What follows belongs to an exercise in optimizing a design on an open flow for small area, a short achievable clock period and few clock cycles; a production flow would make more cautious choices.
Function was checked by simulation only, so behaviour that the tests miss may differ from the original.
Power is estimated from default activity; no workload was simulated.

==> flow/design.v <==
module vpk_runcodec (
    input  wire        clk,
    input  wire        rst,
    input  wire        cmd_valid,
    output wire        cmd_ready,
    input  wire        cmd_op,       
    input  wire        cmd_codec,    
    input  wire [6:0]  cmd_w,
    input  wire [7:0]  cmd_n,
    input  wire        in_valid,
    output wire        in_ready,
    input  wire [63:0] in_data,
    output wire        out_valid,
    input  wire        out_ready,
    output wire [63:0] out_data,
    output wire        out_last,
    output wire        rsp_valid,
    output wire [3:0]  rsp_err,
    output wire [10:0] rsp_result
);
    function automatic cmd_ok_f(input op, input codec, input [6:0] w, input [7:0] n);
        reg n_ok, w_le, w_set;
        begin
            n_ok  = (n != 8'd0) && (n <= 8'd128);
            w_le  = codec ? (w <= 7'd64) : (w <= 7'd32);
            w_set = (w <= 7'd12) || (w == 7'd16) || (w == 7'd32) || (codec && (w == 7'd64));
            cmd_ok_f = n_ok && (op ? w_set : w_le);
        end
    endfunction
    function automatic [23:0] pdec(input [6:0] p);
        integer t;
        reg [7:0] gt, eq, ge;
        begin
            for (t = 0; t < 8; t = t + 1) begin
                gt[t] = (t > p[6:3]);
                eq[t] = (t == p[6:3]);
                ge[t] = (t >= p[2:0]);
            end
            pdec = {gt, eq, ge};
        end
    endfunction
    function automatic [5:0] stepf(input op, input err, input flush, input last,
                                   input s_ge64, input s_gt64);
        reg pk, up, useb, spill;
        begin
            pk    = !op && !err && !flush;
            up    = op && !err;
            useb  = up && s_gt64;
            spill = pk && last && s_gt64;
            stepf = {pk || useb, !pk || s_ge64 || last,
                     err || flush || (last && !spill), spill, useb, pk && s_ge64};
        end
    endfunction
    reg        q0v, q0op, q0ok;
    reg [6:0]  q0w;
    reg [7:0]  q0n;
    reg        q1v;       
    wire c_ok = cmd_ok_f(cmd_op, cmd_codec, cmd_w, cmd_n);
    reg         csnew, csop, csok;
    wire        csv = csnew && csok;
    reg  [6:0]  csw;
    reg  [7:0]  csn;
    reg  [13:0] pv;        
    reg  [13:0] c_pv;
    wire [11:0] c_prod = csn * csw[3:0];
    always @(*) begin
        if (!csv) c_pv = 14'd0;
        else if (!csop) c_pv = {csn[7:0], 6'd0};
        else case (csw[6:4])
            3'b100:  c_pv = {csn[7:0], 6'd0};
            3'b010:  c_pv = {1'b0, csn[7:0], 5'd0};
            3'b001:  c_pv = {2'b0, csn[7:0], 4'd0};
            default: c_pv = {2'b0, c_prod};
        endcase
    end
    wire [7:0]  c_words = 8'(pv[13:6] + {7'd0, (pv[5:0] != 6'd0)});
    reg  [8:0]  in_cnt;    
    reg         cnt_nz;
    reg        ev, eop, eerr, eflush, elast;
    reg        eup;       
    reg [6:0]  ew;
    reg [7:0]  en;        
    reg [23:0] pd;        
    reg [7:0]  s;         
    reg [5:0]  ramt;      
    reg [7:0]  k;         
    reg        f_needb, f_wo, f_fin, f_spill, f_useb, f_pkfull;
    reg        bv, b2v;
    reg [63:0] b, b2;     
    reg [63:0] a;         
    reg        ov, olast, orsp, oerr;
    reg [10:0] ores;
    reg [63:0] od;
    reg        rv;
    wire o_free  = !ov || out_ready;
    wire fire    = ev && (!f_needb || bv) && (!f_wo || o_free) && !(f_fin && orsp);
    wire promote = q0v && (!ev || (fire && f_fin));
    wire q0_free = !q0v || promote;
    wire e_upd   = promote || fire;
    assign cmd_ready = !q1v;
    wire cmd_fire = cmd_valid && cmd_ready;
    wire cmd_to_q0 = q0_free && !q1v;
    assign in_ready = !b2v && cnt_nz;
    wire in_fire = in_valid && in_ready;
    wire bfree   = !bv || (fire && f_needb);
    wire [63:0] ones = {64{1'b1}};
    wire [7:0]  pgt = pd[23:16], peq = pd[15:8], pge = pd[7:0];
    wire [7:0]  ugt = pgt & {8{eup}}, ueq = peq & {8{eup}};
    wire [63:0] hmp, hmu;                                     
    genvar gi;
    generate
        for (gi = 0; gi < 64; gi = gi + 1) begin : g_hm
            assign hmp[gi] = pgt[(63 - gi) / 8] | (peq[(63 - gi) / 8] & pge[(63 - gi) % 8]);
            assign hmu[gi] = ugt[(63 - gi) / 8] | (ueq[(63 - gi) / 8] & pge[(63 - gi) % 8]);
        end
    endgenerate
    wire [6:0]  smin = (s[7] | s[6]) ? 7'd64 : s[6:0];
    wire [63:0] hms  = ones >> smin;                          
    wire [63:0] lmw  = ~(ones << ew);                         
    wire [63:0] rot_in  = (a & hmu) | (b & ~hmu);
    wire [127:0] rot2   = {rot_in, rot_in} << ramt;
    wire [63:0] rot     = rot2[127:64];
    wire [63:0] m_rot   = eop ? lmw : (hmp & ~hms);
    wire [63:0] m_a     = eop ? 64'd0 : ~hmp;
    wire [63:0] oword   = (rot & m_rot) | (a & m_a);
    wire [63:0] sa      = eop ? 64'd0 : (hmp | {64{f_pkfull}});
    wire [63:0] sk      = eop ? 64'd0 : ~(hmp | {64{f_pkfull}});
    wire [63:0] a_n     = (rot & sa) | (a & sk) | (b & {64{eop}});
    wire        wrapd   = f_useb || f_pkfull;
    wire [6:0]  pos_n   = wrapd ? 7'(s - 8'd64) : s[6:0];
    wire [7:0]  t       = s + {1'b0, ew};
    wire [7:0]  s_n     = wrapd ? (t - 8'd64) : t;
    wire        sn_ge64 = wrapd ? t[7] : (t >= 8'd64);
    wire        sn_gt64 = wrapd ? (t > 8'd128) : (t > 8'd64);
    wire [5:0]  ramt_n  = eop ? (ramt + ew[5:0]) : (ramt - ew[5:0]);
    wire        k_inc   = f_pkfull || f_useb;
    wire [7:0]  k_n     = k + {7'd0, k_inc};
    wire        o_dv    = !eerr && !(!eop && !eflush && elast && (ew == 7'd0));
    wire [6:0]  b_fin   = eop ? pos_n : s[6:0];
    wire [7:0]  k_r     = eop ? k_n : k;
    wire [10:0] res_fin = eerr ? 11'd0 : ({k_r, 3'b000} + {7'd0, 4'((b_fin + 7'd7) >> 3)});
    wire [8:0]  in_tot   = in_cnt + {1'b0, c_words};
    always @(posedge clk) begin
        if (rst) begin
            q0v <= 1'b0; q1v <= 1'b0; csnew <= 1'b0; pv <= 14'd0;
            in_cnt <= 9'd0; cnt_nz <= 1'b0;
            ev <= 1'b0; eup <= 1'b0;
            bv <= 1'b0; b2v <= 1'b0;
            ov <= 1'b0; orsp <= 1'b0;
            rv <= 1'b0;
        end else begin
            csnew <= cmd_fire;
            pv   <= c_pv;
            if (cmd_fire && cmd_to_q0) begin
                q0v <= 1'b1;
            end else if (q0_free) begin
                q0v <= q1v;
                q1v <= cmd_fire;
            end else if (cmd_fire) begin
                q1v <= 1'b1;
            end
            in_cnt <= in_tot - {8'd0, in_fire};
            cnt_nz <= in_fire ? (in_tot > 9'd1) : (in_tot != 9'd0);
            if (bfree) bv <= b2v || in_fire;
            if (bfree) b2v <= 1'b0;
            else if (in_fire) b2v <= 1'b1;
            if (promote) begin
                ev  <= 1'b1;
                eup <= q0op;
            end else if (fire && f_fin) begin
                ev  <= 1'b0;
                eup <= 1'b0;
            end
            if (fire && f_wo) begin
                ov    <= o_dv;
                olast <= f_fin;
                orsp  <= f_fin;
                if (f_fin) begin
                    oerr <= eerr;
                    ores <= res_fin;
                end
            end else if (o_free) begin
                ov   <= 1'b0;
                orsp <= 1'b0;
            end
            rv <= orsp && o_free;
        end
        if (promote) begin
            eop    <= q0op;
            eerr   <= !q0ok;
            eflush <= 1'b0;
            elast  <= (q0n == 8'd1);
            ew     <= q0w;
            en     <= q0n;
            pd     <= q0op ? pdec(7'd64) : pdec(7'd0);
            s      <= q0op ? (8'd64 + {1'b0, q0w}) : {1'b0, q0w};
            ramt   <= q0op ? q0w[5:0] : (6'd0 - q0w[5:0]);
            k      <= q0op ? 8'hFF : 8'd0;
            {f_needb, f_wo, f_fin, f_spill, f_useb, f_pkfull} <=
                stepf(q0op, !q0ok, 1'b0, q0n == 8'd1, q0op || q0w[6], q0op ? (q0w != 7'd0) : 1'b0);
        end else if (fire) begin
            k   <= k_n;
            pd  <= pdec(pos_n);
            if (f_spill) begin
                eflush <= 1'b1;
                s      <= {1'b0, pos_n};
                {f_needb, f_wo, f_fin, f_spill, f_useb, f_pkfull} <= 6'b011000;
            end else begin
                en    <= en - 8'd1;
                elast <= (en == 8'd2);
                s     <= s_n;
                ramt  <= ramt_n;
                {f_needb, f_wo, f_fin, f_spill, f_useb, f_pkfull} <=
                    stepf(eop, eerr, eflush, en == 8'd2, sn_ge64, sn_gt64);
            end
        end
        if (cmd_fire && cmd_to_q0) begin
            q0op <= cmd_op; q0ok <= c_ok; q0w <= cmd_w; q0n <= cmd_n;
        end else if (q0_free && q1v) begin
            q0op <= csop; q0ok <= csok; q0w <= csw; q0n <= csn;
        end
        if (cmd_fire) begin
            csop <= cmd_op; csok <= c_ok; csw <= cmd_w; csn <= cmd_n;
        end
        if (bfree) b <= b2v ? b2 : in_data;
        if (!bfree && in_fire) b2 <= in_data;
        if (fire && f_needb) a <= a_n;
        if (fire && f_wo) od <= oword;
    end
    assign out_valid  = ov;
    assign out_data   = od;
    assign out_last   = olast;
    assign rsp_valid  = rv;
    assign rsp_err    = {2'b00, oerr, 1'b0};
    assign rsp_result = ores;
endmodule
export LEC_CHECK = 0
export ABC_AREA = 1
export CAP_MARGIN = 20
export CORE_MARGIN = 2
export CORE_UTILIZATION = 50
export PLACE_DENSITY = 0.65
export SETUP_SLACK_MARGIN = 5
export SLEW_MARGIN = 20
create_clock -name core_clock -period 8.0 [get_ports {clk}]
standard.sh (not shown) runs the stock make flow with config.mk's settings and CLKGATE_MAP_FILE= SYNTH_SCRIPT=/design/flow/synth_recipe.tcl, a recipe that flattens the netlist after the stock synthesis.
==> flow/flow/run.sh <==
#!/bin/bash
# The standard layout (the standard.sh, all steps), except that the port
# buffers are buf_2 cells instead of the delay cells buffer_ports picks by
# default. Every port still gets its buffer. The make output goes to
# standard.log; ORFS keeps each step's own log under orfs/logs/.
set -euo pipefail
export BUFFER_PORTS_ARGS="-buffer_cell sky130_fd_sc_hd__buf_2"
bash standard.sh finish > standard.log 2>&1
Testbench counts at the start, summed over its fixed seeds: cycles 62,950.
Rerun with:
--- a/flow/design.v
+++ b/flow/design.v
@@ -77,7 +77,6 @@
     reg  [8:0]  in_cnt;    
     reg         cnt_nz;
     reg        ev, eop, eerr, eflush, elast;
-    reg        eup;       
     reg [6:0]  ew;
     reg [7:0]  en;        
     reg [23:0] pd;        
@@ -105,7 +104,7 @@
     wire bfree   = !bv || (fire && f_needb);
     wire [63:0] ones = {64{1'b1}};
     wire [7:0]  pgt = pd[23:16], peq = pd[15:8], pge = pd[7:0];
-    wire [7:0]  ugt = pgt & {8{eup}}, ueq = peq & {8{eup}};
+    wire [7:0]  ugt = pgt & {8{eop}}, ueq = peq & {8{eop}};
     wire [63:0] hmp, hmu;                                     
     genvar gi;
     generate
@@ -144,7 +143,7 @@
         if (rst) begin
             q0v <= 1'b0; q1v <= 1'b0; csnew <= 1'b0; pv <= 14'd0;
             in_cnt <= 9'd0; cnt_nz <= 1'b0;
-            ev <= 1'b0; eup <= 1'b0;
+            ev <= 1'b0;
             bv <= 1'b0; b2v <= 1'b0;
             ov <= 1'b0; orsp <= 1'b0;
             rv <= 1'b0;
@@ -164,13 +163,8 @@
             if (bfree) bv <= b2v || in_fire;
             if (bfree) b2v <= 1'b0;
             else if (in_fire) b2v <= 1'b1;
-            if (promote) begin
-                ev  <= 1'b1;
-                eup <= q0op;
-            end else if (fire && f_fin) begin
-                ev  <= 1'b0;
-                eup <= 1'b0;
-            end
+            if (promote) ev <= 1'b1;
+            else if (fire && f_fin) ev <= 1'b0;
             if (fire && f_wo) begin
                 ov    <= o_dv;
                 olast <= f_fin;
- The new run passed the timing, DRC and antenna checks
- core utilization rose by 0.29 points
- synthesized cell count hardly moves
- final area barely changes
- total power went up by 1.4%
- worst setup slack gains 11 ps
- count of clock-buffer cells in the layout is lower by 9
- wire length goes down by 4.6%
- via count went down by 1.8%
- sequential power stays flat
- sequential share of layout area is lower by 0.18 points
Testbench counts after the change, summed over its fixed seeds: cycles 62,950.

afterwards: timing with drivers on the ports:
No port has a modelled driver above. Below, the same layouts with a new extraction and two added sets of constraints. Step 1, drivers: a clkbuf_16 drives clk and a buf_2 each remaining input, both assumed. Step 2 adds t to the input delays and takes it off the output delays; t is the mean of the earliest and latest rising clock arrival at the registers after step 1. Input paths then give back, and output paths get back, about the clock's delay inside the block. Slacks: no drivers / after step 1 / after step 2; pairs: no drivers / after step 1.
run | shift t [ns] | setup WS [ns] | slew at the worst register clock pin (ns) | pins driven straight from the clock port
the first run | 0.691 | 4.889 / 4.889 / 4.454 | 0.07 / 0.07 | 1
the second run | 0.676 | 4.900 / 4.900 / 4.477 | 0.07 / 0.07 | 1
After both steps setup and hold are still met in every run listed. For the first run, which loses most, drivers alone change the setup slack by 0.000 ns; drivers and shift together by -0.435 ns.
